This is an optimization exercise on Yosys and OpenROAD, whose aim is a short achievable clock period and few clock cycles, not a production implementation.
Function was checked by simulation only, so behaviour that the tests miss may differ from the original.
Power figures rest on the tool's default switching activity, not on a simulated workload.

main:
Design risc_core, start of the top module:
module risc_core (
    input  wire        clk,
    input  wire        rst,
    output wire [15:0] imem_addr,
    input  wire [31:0] imem_rdata,
    output wire [15:0] dmem_addr,
    output wire        dmem_we,
    output wire [31:0] dmem_wdata,
    input  wire [31:0] dmem_rdata,
    input  wire [31:0] in_data,
    output wire        in_pop,
    output wire        out_valid,
    output wire [31:0] out_data,
    output wire        halted,
    output wire [2:0]  trap_cause,
    output wire [31:0] trap_info,
    output wire [31:0] pc_out,
    input  wire [4:0]  dbg_addr,
    output wire [31:0] dbg_data
);
localparam [6:0] OPC_OP     = 7'h33,
                 OPC_OPIMM  = 7'h13,
                 OPC_OPEXT  = 7'h0B,
                 OPC_LOAD   = 7'h03,
                 OPC_STORE  = 7'h23,
                 OPC_BRANCH = 7'h63,
                 OPC_JALR   = 7'h67,
                 OPC_JAL    = 7'h6F,
                 OPC_LUI    = 7'h37,
                 OPC_SYSTEM = 7'h73;
localparam [2:0] CAUSE_NONE  = 3'd0,
                 CAUSE_FETCH = 3'd1,
                 CAUSE_LOAD  = 3'd2,
                 CAUSE_STORE = 3'd3,
                 CAUSE_DIV0  = 3'd4;
    reg [15:0] fa;         
    reg [31:0] pc;         
    reg        iv;         
    reg        ptk;        
    reg        stop;       
    reg        halt_r;
    reg [2:0]  cause;
    reg [31:0] info;
    reg        l1_v, l2_v;
    reg [4:0]  l1_rd, l2_rd;
    reg        m_v, m2_v;
    reg [4:0]  m_rd, m2_rd;
    reg [31:0] m_a, m_b;
    reg [31:0] mp0;
    reg [15:0] mp1, mp2;
    reg [4:0]  dv_rd;
    reg [15:0] da;
    reg        dwe;
    reg [31:0] dwd;
    reg        ov_r;
    reg [31:0] od_r;
    reg        bt_v;
    reg [15:0] bt_tag;
    reg [15:0] bt_tgt;
    wire [31:0] ir     = imem_rdata;
    wire [6:0]  opcode = ir[6:0];
    wire [4:0]  rd     = ir[11:7];
    wire [2:0]  f3     = ir[14:12];
    wire [4:0]  rs1    = ir[19:15];
    wire [4:0]  rs2    = ir[24:20];
    wire [6:0]  f7     = ir[31:25];
    wire [31:0] imm_i  = {{20{ir[31]}}, ir[31:20]};
    wire [31:0] imm_s  = {{20{ir[31]}}, ir[31:25], ir[11:7]};
    wire [31:0] imm_b  = {{20{ir[31]}}, ir[31], ir[7], ir[30:25], ir[11:8]};
  ...
clock: 13.5 ns
lec_check: 0
abc_clock_period_in_ps: 4000
cap_margin: 20
core_margin: 2
core_utilization: 40
slew_margin: 20
standard.sh (not shown) runs the stock make flow with config.mk's settings and CLKGATE_MAP_FILE= SYNTH_SCRIPT=/design/flow/synth_recipe.tcl, a recipe that flattens the netlist after the stock synthesis.
==> flow/flow/run.sh <==
#!/bin/bash
set -euo pipefail
bash standard.sh SETUP_SLACK_MARGIN=6.3 TNS_END_PERCENT=20 finish > standard.log 2>&1
main | status: complete | timing, DRC, antenna: pass
Testbench counts of main, summed over its fixed seeds: cycles 145,830.
Input-level comparison between the feature branch and main:
--- a/flow/design.v
+++ b/flow/design.v
@@ -345,51 +345,46 @@
     wire s_lui  = o_lui;
     wire s_link = o_jal | d_jalr;
     wire s_in   = d_eread;
     wire d_alu = s_add | s_sub | s_and | s_or | s_xor | s_sll | s_srl | s_sra |
                  s_slt | s_sge | s_seq | s_sne;
     wire d_valid = d_alu | d_mul | d_div | d_lw | d_sw | d_br | d_jalr | o_jal |
                    o_lui | d_ebreak | d_eread | d_ewrite;
     wire use_imm = o_opimm | o_opext;
     wire use1 = o_op | o_opimm | o_opext | o_load | o_store | o_br | o_jalr |
                 (o_sys && f7 == 7'd2);
     wire use2 = o_op | o_store | o_br;
     wire wr_a = d_alu | o_lui | o_jal | d_jalr | d_eread;
-    wire [31:0] r1v, r2v;
+    wire [31:0] x1v, x2v;
     wire        rf_wea;
     wire [31:0] rf_wda;
     wire        rf_web;
     wire [4:0]  rf_wab;
     wire [31:0] rf_wdb;
     risc_regfile u_rf (
         .clk (clk),
         .rst (rst),
         .ra1 (rs1),
         .ra2 (rs2),
         .ra3 (dbg_addr),
-        .rd1 (r1v),
-        .rd2 (r2v),
+        .rd1 (x1v),
+        .rd2 (x2v),
         .rd3 (dbg_data),
         .wea (rf_wea),
-        .waa (wb_rd),
+        .waa (rd),
         .wda (rf_wda),
         .web (rf_web),
         .wab (rf_wab),
         .wdb (rf_wdb)
     );
-    reg         wb_v;
-    reg  [4:0]  wb_rd;
-    reg  [31:0] wb_d;
-    wire [31:0] x1v = (wb_v && wb_rd == rs1) ? wb_d : r1v;
-    wire [31:0] x2v = (wb_v && wb_rd == rs2) ? wb_d : r2v;
     wire [31:0] opb = use_imm ? imm_i : x2v;
     wire [31:0] pc_inc = pc + 32'd1;
     wire [31:0] oth = s_lui ? imm_u : s_link ? pc_inc : in_data;
     wire [31:0] alu_y;
     risc_alu u_alu (
         .a     (x1v),
         .b     (opb),
         .s_add (s_add),
         .s_sub (s_sub),
         .s_and (s_and),
         .s_or  (s_or),
         .s_xor (s_xor),
@@ -555,32 +550,26 @@
     risc_div u_div (
         .clk      (clk),
         .rst      (rst),
         .start    (d_start),
         .want_rem (d_rem),
         .a        (x1v),
         .b        (opb),
         .hold     (d_hold),
         .fin      (d_fin),
         .result   (dv_y)
     );
     wire [31:0] m_y = mp0 + {mp1 + mp2, 16'd0};
-    always @(posedge clk) begin
-        if (rst) wb_v <= 1'b0;
-        else     wb_v <= wr_now;
-        wb_rd <= rd;
-        wb_d  <= alu_y;
-    end
-    assign rf_wea = wb_v;
-    assign rf_wda = wb_d;
+    assign rf_wea = wr_now;
+    assign rf_wda = alu_y;
     assign rf_web = l2_v | m2_v | d_fin;
     assign rf_wab = l2_v ? l2_rd : m2_v ? m2_rd : dv_rd;
     assign rf_wdb = l2_v ? dmem_rdata : m2_v ? m_y : dv_y;
     assign imem_addr  = fa;
     assign dmem_addr  = da;
     assign dmem_we    = dwe;
     assign dmem_wdata = dwd;
     assign in_pop     = ex && d_eread;
     assign out_valid  = ov_r;
     assign out_data   = od_r;
     assign halted     = halt_r;
     assign trap_cause = cause;
Notes after the runs:
Diff main -> the feature branch | non-clock buffer area fraction after layout | increase of 1.2 points
Summary of the feature branch over main: clock transition at the registers of the reported paths ~0 delta; number of vias per cell +1.9%.
Die footprint is lower on the feature branch
Higher HPWL reported at the end of detailed placement was reported by main, not the feature branch.
Power attributed to combinational cells: the feature branch > main
For the count of cells along the worst hold path, the feature branch came in 1 lower than main did.
Status the feature branch: flow complete, layout not clean - capacitance limit, slew limit
Testbench counts of the feature branch, summed over its fixed seeds: cycles 145,830.

what the ideal ports hide:
In the flow no input, the clock included, has a driving cell. The finished layouts below were timed again as built, in two steps.
Step 1: set_driving_cell puts a clkbuf_16 on clk and a buf_2 on each other input, an assumption about the parent block.
Step 2 also shifts input and output timing later by t, the mid clock arrival at the registers, as if the neighbouring blocks saw the same clock.
a / b / c = no drivers / after step 1 / after step 2; a / b = the first two.
| run | t (ns) | setup slack, ns | worst setup path at the end | latest minus earliest clock arrival (ns) | worst register clock-pin slew, ns |
|---|---|---|---|---|---|
| main | 1.108 | 5.488 / 5.117 / 4.009 | input to register | 0.170 / 0.170 | 0.07 / 0.07 |
| the feature branch | 1.043 | 5.228 / 4.951 / 3.908 | input to register | 0.167 / 0.166 | 0.07 / 0.07 |
The setup slack of main, which loses most, moves by -0.371 ns with the drivers and by -1.479 ns with both steps.
